Background: an optimization exercise with open tools, aiming at small area and few clock cycles. Do not read the settings as production practice. In this exercise RTL edits were held to simulation tests only and were not proved equivalent to the original. Power figures rest on the tool's default switching activity, not on a simulated workload.

Setup of red:
// icsp_stream
module icsp_stream (
    input  wire        clk,
    input  wire        rst,
    input  wire        op_valid,
    output wire        op_ready,
    input  wire [2:0]  op_code,
    input  wire [21:0] op_arg,
    output wire        o_valid,
    input  wire        o_ready,
    output reg  [7:0]  o_data,
    input  wire        s_valid,
    input  wire [7:0]  s_data,
    output wire        w_valid,
    output wire [15:0] w_data
);
Settings: LEC_CHECK=0, CAP_MARGIN=20, CORE_MARGIN=2, CORE_UTILIZATION=40, SLEW_MARGIN=20; clock period 6.0 ns.
run.sh (not shown) runs the stock make flow with config.mk's settings and CLKGATE_MAP_FILE= SYNTH_SCRIPT=/design/flow/synth_recipe.tcl, a recipe that flattens the netlist after the stock synthesis.
Per the final summary, red finished and its layout is clean on timing, DRC and antenna.
Testbench counts of red, summed over its fixed seeds: cycles 453,113.
> inputs changed (red -> blue)
- ABC_AREA: unset -> 1
--- outcome ---
Number of fill cells in the layout | blue below red. In the metrics for blue and red, the one carrying the lower maximum fanout along the worst path is red. Cell count after synthesis was higher in the run labelled blue. Against red as the reference, blue delivers a lower relative contribution of the clock network to total power. The higher fraction of the mapped netlist area in compound gates came out of red. blue against red: worst hold slack shows an increase of 11 ps; power consumed by the clock network saw a decrease. Taking red over blue, the reported leakage power ratio works out to 0.815.

========
Another version of the RTL of icsp_stream (not shown whole).
Size: about 290 cells after synthesis, about 55 flip-flops, about 65 I/O pins, about 0.0027 mm² of cells after synthesis.
==> flow/config.mk <==
export PLATFORM = sky130hd
export DESIGN_NAME = icsp_stream
export DESIGN_NICKNAME = icsp_stream
export VERILOG_FILES = /design/flow/design.v
export SDC_FILE = /design/flow/constraint.sdc
export NUM_CORES = 4
export LEC_CHECK = 0
export ABC_AREA = 1
export CAP_MARGIN = 20
export CORE_MARGIN = 2
export CORE_UTILIZATION = 60
export SLEW_MARGIN = 20
==> flow/constraint.sdc <==
create_clock -name core_clock -period 6.0 [get_ports {clk}]
set_input_delay 1.2000 -clock core_clock [delete_from_list [all_inputs] [get_ports {clk}]]
set_output_delay 1.2000 -clock core_clock [all_outputs]
set_load 0.01 [all_outputs]
standard.sh (not shown) runs the stock make flow with config.mk's settings and CLKGATE_MAP_FILE= SYNTH_SCRIPT=/design/flow/synth_recipe.tcl, a recipe that flattens the netlist after the stock synthesis.
==> flow/flow/run.sh <==
#!/bin/bash
# Own layout flow: the standard ORFS flow with changes that only affect
# how small the layout comes out:
#  - synthesis maps the logic with an area-oriented ABC script (flow/area.abc,
#    deepsyn then area-only mapping) instead of ORFS's abc_area.script;
#    registers are mapped before ABC, so they are the standard synthesis's;
#  - adders are left to ABC (no ORFS adder extraction);
#  - every port still gets a buffer, but a buf_1 instead of ORFS's default;
#  - CTS uses clkbuf_8 only, without dummy loads;
set -euo pipefail
W=$(pwd)
ABC_SCRIPT_FILE="$W/flow/area.abc"
# synthesis script: synth_recipe.tcl with ORFS's synth.tcl sourced through a
# copy whose only change is the ABC script
sed "s#log_cmd abc {\*}\$abc_args#log_cmd abc -script $ABC_SCRIPT_FILE {*}[lrange \$abc_args 2 end]#" \
    "$FLOW_HOME/scripts/synth.tcl" > "$W/flow/orfs_synth_area.tcl"
grep -q "log_cmd abc -script $ABC_SCRIPT_FILE" "$W/flow/orfs_synth_area.tcl"
sed "s#source \$::env(SCRIPTS_DIR)/synth.tcl#source $W/flow/orfs_synth_area.tcl#" \
    "$W/synth_recipe.tcl" > "$W/flow/synth_area.tcl"
grep -q "orfs_synth_area.tcl" "$W/flow/synth_area.tcl"
sed -e "s#SYNTH_SCRIPT=[^ ]*#SYNTH_SCRIPT=$W/flow/synth_area.tcl 'BUFFER_PORTS_ARGS=-buffer_cell sky130_fd_sc_hd__buf_1' ADDER_MAP_FILE= 'CTS_ARGS=-sink_clustering_enable -repair_clock_nets -dont_use_dummy_load -buf_list sky130_fd_sc_hd__clkbuf_8 -root_buf sky130_fd_sc_hd__clkbuf_8 -sink_clustering_size 60 -sink_clustering_max_diameter 400'#" \
    "$W/standard.sh" > "$W/flow/standard_area.sh"
grep -q "BUFFER_PORTS_ARGS" "$W/flow/standard_area.sh"
bash "$W/flow/standard_area.sh" > "$W/flow_make.log" 2>&1
test -f "$W/out/final.def"
==> flow/flow/area.abc <==
strash
&get -n
&deepsyn -S 2 -I 1 -J 2000 -T 900
&put
dch -f
map -a
strash
dch -f
map -a
topo
Testbench counts at the start, summed over its fixed seeds: cycles 453,113.
Edit:
==> flow/flow/run.sh (replaced) <==
#!/bin/bash
set -euo pipefail
W=$(pwd)
ABC_SCRIPT_FILE="$W/flow/area.abc"
# synthesis script: synth_recipe.tcl with ORFS's synth.tcl sourced through a
# copy whose only change is the ABC script
sed "s#log_cmd abc {\*}\$abc_args#log_cmd abc -script $ABC_SCRIPT_FILE {*}[lrange \$abc_args 2 end]#" \
    "$FLOW_HOME/scripts/synth.tcl" > "$W/flow/orfs_synth_area.tcl"
grep -q "log_cmd abc -script $ABC_SCRIPT_FILE" "$W/flow/orfs_synth_area.tcl"
sed "s#source \$::env(SCRIPTS_DIR)/synth.tcl#source $W/flow/orfs_synth_area.tcl#" \
    "$W/synth_recipe.tcl" > "$W/flow/synth_area.tcl"
grep -q "orfs_synth_area.tcl" "$W/flow/synth_area.tcl"
sed -e "s#SYNTH_SCRIPT=[^ ]*#SYNTH_SCRIPT=$W/flow/synth_area.tcl 'BUFFER_PORTS_ARGS=-buffer_cell sky130_fd_sc_hd__buf_1' ADDER_MAP_FILE=#" \
    "$W/standard.sh" > "$W/flow/standard_area.sh"
grep -q "BUFFER_PORTS_ARGS" "$W/flow/standard_area.sh"
bash "$W/flow/standard_area.sh" > "$W/flow_make.log" 2>&1
test -f "$W/out/final.def"
==> flow/flow/area.abc (replaced) <==
strash
dch -f
map -a
strash
dch -f
map -a
topo
--- a/flow/config.mk
+++ b/flow/config.mk
@@ -10,3 +10,3 @@
 export CORE_MARGIN = 2
-export CORE_UTILIZATION = 60
+export CORE_UTILIZATION = 40
 export SLEW_MARGIN = 20
What happened:
- non-clock buffer count is unchanged
- hold slack is better by 0.0047 ns
- count of clock-buffer cells in the layout went up by 2
- clock power went up by 23%
- sequential share of layout area went down by 4.7 points

[separate check: timing with driven ports]
How much do the figures lean on ideal ports? The routed layouts below were timed once more, with nothing changed but the port constraints. Step 1 sets driving cells, clkbuf_16 on the clock port and buf_2 on the other inputs (assumed; they add their load-dependent delay and slew). Step 2 also shifts input and output timing later by t, the mid clock arrival at the registers, as if the neighbouring blocks saw the same clock. Three values: ideal ports, drivers, drivers and shift; two values: the first two.
run	t, ns	slack for setup (ns)	worst setup path after step 2	slew at the worst register clock pin (ns)
red	0.328	1.144 / 1.116 / 1.444	register to output	0.09 / 0.09
blue	0.332	1.436 / 1.407 / 1.738	register to output	0.10 / 0.10
the first run of note 2	0.323	1.818 / 1.787 / 2.110	register to output	0.11 / 0.11
the second run of note 2	0.329	1.660 / 1.632 / 1.961	register to output	0.09 / 0.09
After both steps setup and hold are still met in every run listed.
